From an optimization exercise on the open Yosys and OpenROAD flow, aimed at small area; shortcuts taken in it are not production practice. Only simulation tests tie the RTL to the original design; equivalence was not proved. Power is estimated from default activity; no workload was simulated.

==> flow/design.v (excerpt) <==
module rgbvm_core (
    input  wire        clk,
    input  wire        rst,
    input  wire        start,
    input  wire [31:0] entry_ip,
    input  wire [16:0] entry_sp,
    input  wire [16:0] stack_top,
    input  wire [16:0] stack_low,
    input  wire        budget_en,
    input  wire [31:0] budget,
    output wire        busy,
    output reg         done,
    output reg  [2:0]  status,
    output wire [31:0] res_ip,
    output wire [16:0] res_sp,
    output wire [31:0] res_count,
    output reg         mem_en,
    output reg         mem_we,
    output wire [15:0] mem_addr,
    output wire [7:0]  mem_wdata,
    input  wire [7:0]  mem_rdata,
    output wire        call_req,
    output wire [7:0]  call_id,
    output wire [16:0] call_sp,
    input  wire        call_ack,
    input  wire        call_ok,
    output wire        out_req,
    output wire [7:0]  out_data,
    input  wire        out_ack,
    input  wire        out_ok
);
    localparam [2:0] ST_HALTED    = 3'd0;
    localparam [2:0] ST_INVALIDOP = 3'd1;
    localparam [2:0] ST_OVERFLOW  = 3'd2;
    localparam [2:0] ST_UNDERFLOW = 3'd3;
    localparam [2:0] ST_DIVZERO   = 3'd4;
    localparam [2:0] ST_INVCALL   = 3'd5;
    localparam [2:0] ST_OOB       = 3'd6;
    localparam [2:0] ST_YIELDED   = 3'd7;
    localparam [7:0] OP_NOOP  = 8'h00, OP_PUSH  = 8'h01, OP_POP   = 8'h02,
                     OP_PC8   = 8'h03, OP_PC16  = 8'h04, OP_PC32  = 8'h05,
                     OP_DUP   = 8'h06, OP_SWAP  = 8'h07, OP_POP8  = 8'h08,
                     OP_PUSH8 = 8'h09, OP_CONS  = 8'h0A, OP_OUT   = 8'h0E,
                     OP_HALT  = 8'h0F, OP_ADD   = 8'h10, OP_SUB   = 8'h11,
                     OP_MUL   = 8'h12, OP_DIV   = 8'h13, OP_MOD   = 8'h14,
                     OP_INV   = 8'h15, OP_ABS   = 8'h16, OP_ADD8  = 8'h17,
                     OP_JRNZ  = 8'h20, OP_JRZ   = 8'h21, OP_JR    = 8'h22,
                     OP_CALL  = 8'h23, OP_EQ    = 8'h30, OP_NEQ   = 8'h31,
                     OP_LT    = 8'h32, OP_BT    = 8'h33, OP_LTE   = 8'h34,
  ...
Size in the first run: ~1,800 cells after synthesis, ~280 I/O pins, ~13,000 sq um of cells after synthesis.
Settings: LEC_CHECK=0, ABC_AREA=1, CAP_MARGIN=20, CORE_MARGIN=2, CORE_UTILIZATION=40, SLEW_MARGIN=20; clock period 9.5 ns.
standard.sh (not shown) runs the stock make flow with config.mk's settings and CLKGATE_MAP_FILE= SYNTH_SCRIPT=/design/flow/synth_recipe.tcl, a recipe that flattens the netlist after the stock synthesis.
==> flow/flow/run.sh <==
#!/bin/bash
set -euo pipefail
export BUFFER_PORTS_ARGS="-buffer_cell sky130_fd_sc_hd__buf_1"
bash standard.sh finish > standard_flow.log 2>&1
Change:
CTS_BUF_LIST = sky130_fd_sc_hd__clkbuf_2 sky130_fd_sc_hd__clkbuf_4 sky130_fd_sc_hd__clkbuf_8   (was unset)
CTS_CLUSTER_DIAMETER = 100   (was unset)
CTS_CLUSTER_SIZE = 40   (was unset)
Effect: Die area stays the same; worst setup slack is better by 0.037 ns; final area fell by about 1.3%; power went down by 3.9%.

* * *

red:
Another version of the RTL of rgbvm_core (not shown whole).
Size: roughly 140 flip-flops, roughly 13000 um2 of cells after synthesis.
export LEC_CHECK = 0
export ABC_AREA = 1
export CAP_MARGIN = 0
export CORE_MARGIN = 2
export CORE_UTILIZATION = 40
export SLEW_MARGIN = 0
create_clock -name core_clock -period 9.5 [get_ports {clk}]
==> flow/flow/run.sh <==
#!/bin/bash
set -euo pipefail
export BUFFER_PORTS_ARGS="-buffer_cell sky130_fd_sc_hd__buf_1"
export CTS_ARGS="-sink_clustering_enable -repair_clock_nets -dont_use_dummy_load -buf_list sky130_fd_sc_hd__clkbuf_8"
bash standard.sh finish > standard_flow.log 2>&1
red closes out successfully: all stages finished, all timing, DRC and antenna checks passed.
diff inputs: red => blue
# red
export LEC_CHECK = 0
export ABC_AREA = 1
export CAP_MARGIN = 0
export CORE_MARGIN = 2
export CORE_UTILIZATION = 40
export SLEW_MARGIN = 0
create_clock -name core_clock -period 9.5 [get_ports {clk}]
# blue
export LEC_CHECK = 0
export ABC_AREA = 1
export CAP_MARGIN = 20
export CORE_MARGIN = 2
export CORE_UTILIZATION = 40
export SLEW_MARGIN = 20
create_clock -name core_clock -period 9.5 [get_ports {clk}]
Notes after the runs:
Between blue and red, the hold slack figures differ only marginally.
Power: blue vs red — no meaningful difference
Comparing blue with red, the post-detailed-routing wire length came out essentially unchanged.
| post-detailed-route wirelength per cell | red vs blue | ≈ equal |
blue reports a higher worst setup slack than red does.
The via count on blue is in line with that on red.
blue -> red: clock input transition at the sequential cells of the worst setup and hold paths flat
Power share of the sequential group essentially unchanged between blue and red.
When the final numbers for blue and red were put side by side, the worst slew margin relative to its limit turned out to be greater in blue.
Reported for blue and red, number of distinct standard cells referenced by the synthesized netlist turned out identical to the last digit.
Comparing red against blue, there is no change at all in y dimension of the die.

* * *

Another version of the RTL of rgbvm_core (not shown whole).
For scale: ~1500 cells after synthesis, ~130 flip-flops, about 280 I/O pins.
==> flow/design.v (excerpt) <==
module rgbvm_core (
    input  wire        clk,
    input  wire        rst,
    input  wire        start,
    input  wire [31:0] entry_ip,
    input  wire [16:0] entry_sp,
    input  wire [16:0] stack_top,
    input  wire [16:0] stack_low,
    input  wire        budget_en,
    input  wire [31:0] budget,
    output wire        busy,
    output reg         done,
    output wire [2:0]  status,
    output wire [31:0] res_ip,
    output wire [16:0] res_sp,
    output wire [31:0] res_count,
    output reg         mem_en,
    output reg         mem_we,
    output wire [15:0] mem_addr,
    output wire [7:0]  mem_wdata,
    input  wire [7:0]  mem_rdata,
    output wire        call_req,
    output wire [7:0]  call_id,
    output wire [16:0] call_sp,
    input  wire        call_ack,
    input  wire        call_ok,
    output wire        out_req,
    output wire [7:0]  out_data,
    input  wire        out_ack,
    input  wire        out_ok
);
export LEC_CHECK = 0
export ABC_AREA = 1
export CAP_MARGIN = 20
export CORE_MARGIN = 2
export CORE_UTILIZATION = 40
export GPL_TIMING_DRIVEN = 0
export SLEW_MARGIN = 20
create_clock -name core_clock -period 9.5 [get_ports {clk}]
==> flow/flow/run.sh <==
#!/bin/bash
# The standard layout with three changes: port buffers from the smallest
# buffer cell, a clock tree of clkbuf_8 without dummy loads, and the
# floorplan's combinational cells set to their smallest drive strength before
# placement (the later repair steps size up what timing needs).
set -euo pipefail
export BUFFER_PORTS_ARGS="-buffer_cell sky130_fd_sc_hd__buf_1"
export CTS_ARGS="-sink_clustering_enable -repair_clock_nets -dont_use_dummy_load -buf_list sky130_fd_sc_hd__clkbuf_8"
bash standard.sh floorplan > standard_floorplan.log 2>&1
export DS_DB="orfs/results/${FLOW_PLATFORM}/rgbvm_core/base/2_floorplan.odb"
export DS_DONT_USE="$(make -s -f - print-dont-use <<'MK' 2>/dev/null || true
include config.mk
print-dont-use: ; @echo $(DONT_USE_CELLS)
MK
)"
openroad -no_init -exit flow/downsize.tcl > downsize.log 2>&1
bash standard.sh finish > standard_finish.log 2>&1
==> flow/flow/downsize.tcl <==
# Swap each combinational cell of the floorplan for the smallest cell of its
# family (same function and pins, lower drive strength). Flip-flops, clock
# cells and tap cells keep their masters. Later repair steps size cells up
# again where timing, slew or capacitance call for it.
read_db $::env(DS_DB)
set db [ord::get_db]
set block [ord::get_db_block]
set dont_use [split $::env(DS_DONT_USE)]
set swapped 0
set saved 0
foreach inst [$block getInsts] {
    set master [$inst getMaster]
    set name [$master getName]
    if {![regexp {^(sky130_fd_sc_hd__[a-z0-9]+)_([0-9]+)$} $name -> base drive]} {
        continue
    }
    if {[regexp {__(df|edf|sdf|dl|sdl|clk|tap|fill|decap|conb|diode|lpflow|probe)} $base]} {
        continue
    }
    set best $master
    foreach d {0 1 2 4} {
        set cand [$db findMaster ${base}_$d]
        if {$cand == "NULL" || $cand eq ""} { continue }
        if {[lsearch -exact $dont_use [$cand getName]] >= 0} { continue }
        if {[$cand getWidth] < [$best getWidth]} { set best $cand }
    }
    if {$best ne $master} {
        incr saved [expr {[$master getWidth] - [$best getWidth]}]
        $inst swapMaster $best
        incr swapped
    }
}
puts "downsize: swapped $swapped cells, width saved $saved dbu"
write_db $::env(DS_DB)
The baseline passed the timing, design-rule and antenna checks.
Rerun with:
--- a/flow/config.mk
+++ b/flow/config.mk
@@ -10,4 +10,3 @@
 export CORE_MARGIN = 2
 export CORE_UTILIZATION = 40
-export GPL_TIMING_DRIVEN = 0
 export SLEW_MARGIN = 20
What happened: The changed run ran to the end with no violations; final cell count goes down by 1.5%; clock power hardly moves; sequential cell count stays the same.

* * *

Another version of the RTL of rgbvm_core (not shown whole).
Size in the first run: about 1900 cells after synthesis, about 140 flip-flops, ~280 I/O pins, about 0.013 sq mm of cells after synthesis.
clock: 9.5 ns
lec_check: 0
abc_area: 1
cap_margin: 20
core_margin: 2
core_utilization: 40
slew_margin: 20
==> flow/flow/run.sh <==
#!/bin/bash
set -euo pipefail
export BUFFER_PORTS_ARGS="-buffer_cell sky130_fd_sc_hd__buf_1"
bash standard.sh finish > standard_flow.log 2>&1
Then changed:
==> flow/run.sh (new file) <==
#!/bin/bash
# synth_recipe.tcl (not shown) runs the flow's synth.tcl, then flattens the netlist and writes it again
# the make line also repeats each setting of config.mk as NAME=value (left out here)
make -C /OpenROAD-flow-scripts/flow DESIGN_CONFIG=/design/flow/config.mk WORK_HOME=/design/flow/orfs CLKGATE_MAP_FILE= SYNTH_SCRIPT=/design/flow/synth_recipe.tcl finish
removed: flow/flow/run.sh
removed: flow/standard.sh
After rerunning: The new run produced a clean layout. Register-to-register slack is worse by 0.24 ns. Total power went up by about 7%. Worst setup slack is better by 0.030 ns. Die area stays the same. Wire length went up by about 3%. Final area went up by 12%.

* * *

Another version of the RTL of rgbvm_core (not shown whole).
For scale: ~1,600 cells after synthesis, about 130 flip-flops, about 11,000 µm² of cells after synthesis.
Settings: LEC_CHECK=0, ABC_AREA=1, CAP_MARGIN=20, CORE_MARGIN=2, CORE_UTILIZATION=40, SLEW_MARGIN=20; clock period 9.5 ns.
==> flow/flow/run.sh <==
#!/bin/bash
# The standard layout with three changes: port buffers from the smallest
# buffer cell, a clock tree of clkbuf_8 without dummy loads, and the
# floorplan's combinational cells set to their smallest drive strength before
# placement (the later repair steps size up what timing needs).
set -euo pipefail
export BUFFER_PORTS_ARGS="-buffer_cell sky130_fd_sc_hd__buf_1"
export CTS_ARGS="-sink_clustering_enable -repair_clock_nets -dont_use_dummy_load -buf_list {sky130_fd_sc_hd__clkbuf_4 sky130_fd_sc_hd__clkbuf_8} -sink_clustering_size 6 -sink_clustering_max_diameter 40"
bash standard.sh floorplan > standard_floorplan.log 2>&1
export DS_DB="orfs/results/${FLOW_PLATFORM}/rgbvm_core/base/2_floorplan.odb"
export DS_DONT_USE="$(make -s -f - print-dont-use <<'MK' 2>/dev/null || true
include config.mk
print-dont-use: ; @echo $(DONT_USE_CELLS)
MK
)"
openroad -no_init -exit flow/downsize.tcl > downsize.log 2>&1
bash standard.sh finish > standard_finish.log 2>&1
Scripts as last shown in full above: flow/flow/downsize.tcl
Edit:
--- a/flow/flow/run.sh
+++ b/flow/flow/run.sh
@@ -8 +8 @@
-export CTS_ARGS="-sink_clustering_enable -repair_clock_nets -dont_use_dummy_load -buf_list {sky130_fd_sc_hd__clkbuf_4 sky130_fd_sc_hd__clkbuf_8} -sink_clustering_size 6 -sink_clustering_max_diameter 40"
+export CTS_ARGS="-sink_clustering_enable -repair_clock_nets -dont_use_dummy_load -buf_list sky130_fd_sc_hd__clkbuf_8"
Result: Global-route usage does not change; power is unchanged; wire length does not change; area after synthesis is unchanged; worst setup slack is unchanged; utilization is unchanged.

[afterwards: timing with drivers on the ports]
The flow's constraints put no driver on any port. The routed layouts listed below were extracted and timed again, unchanged, in two steps.
Step 1 assumes that a clkbuf_16 drives the clock port and a buf_2 every other input.
Step 2, shift: input delay + t, output delay - t, t = (earliest + latest rising clock arrival at the registers) / 2. This alone moves slack from input paths to output paths.
a / b / c = ideal ports / drivers / drivers and shift; a / b = the first two.
| run | t (ns) | slack for setup (ns) | pins driven straight from the clock port |
|---|---|---|---|
| the first run of note 1 | 0.486 | 0.958 / 0.929 / 0.929 | 1 |
| the second run of note 1 | 0.524 | 0.995 / 0.967 / 0.967 | 1 |
| red | 0.521 | 1.305 / 1.283 / 1.283 | 1 |
| blue | 0.526 | 1.310 / 1.288 / 1.288 | 1 |
| the first run of note 3 | 0.508 | 0.211 / 0.180 / 0.180 | 1 |
| the second run of note 3 | 0.504 | 0.314 / 0.292 / 0.292 | 1 |
| the first run of note 4 | 0.492 | 0.632 / 0.607 / 0.607 | 1 |
| the second run of note 4 | 0.493 | 0.662 / 0.637 / 0.637 | 1 |
| the first run of note 5 | 0.492 | 0.427 / 0.378 / 0.871 | 1 |
| the second run of note 5 | 0.492 | 0.427 / 0.378 / 0.871 | 1 |
After both steps setup and hold are still met in every run listed. For the first run of note 3, which loses most, drivers alone change the setup slack by -0.031 ns; drivers and shift together by -0.031 ns.
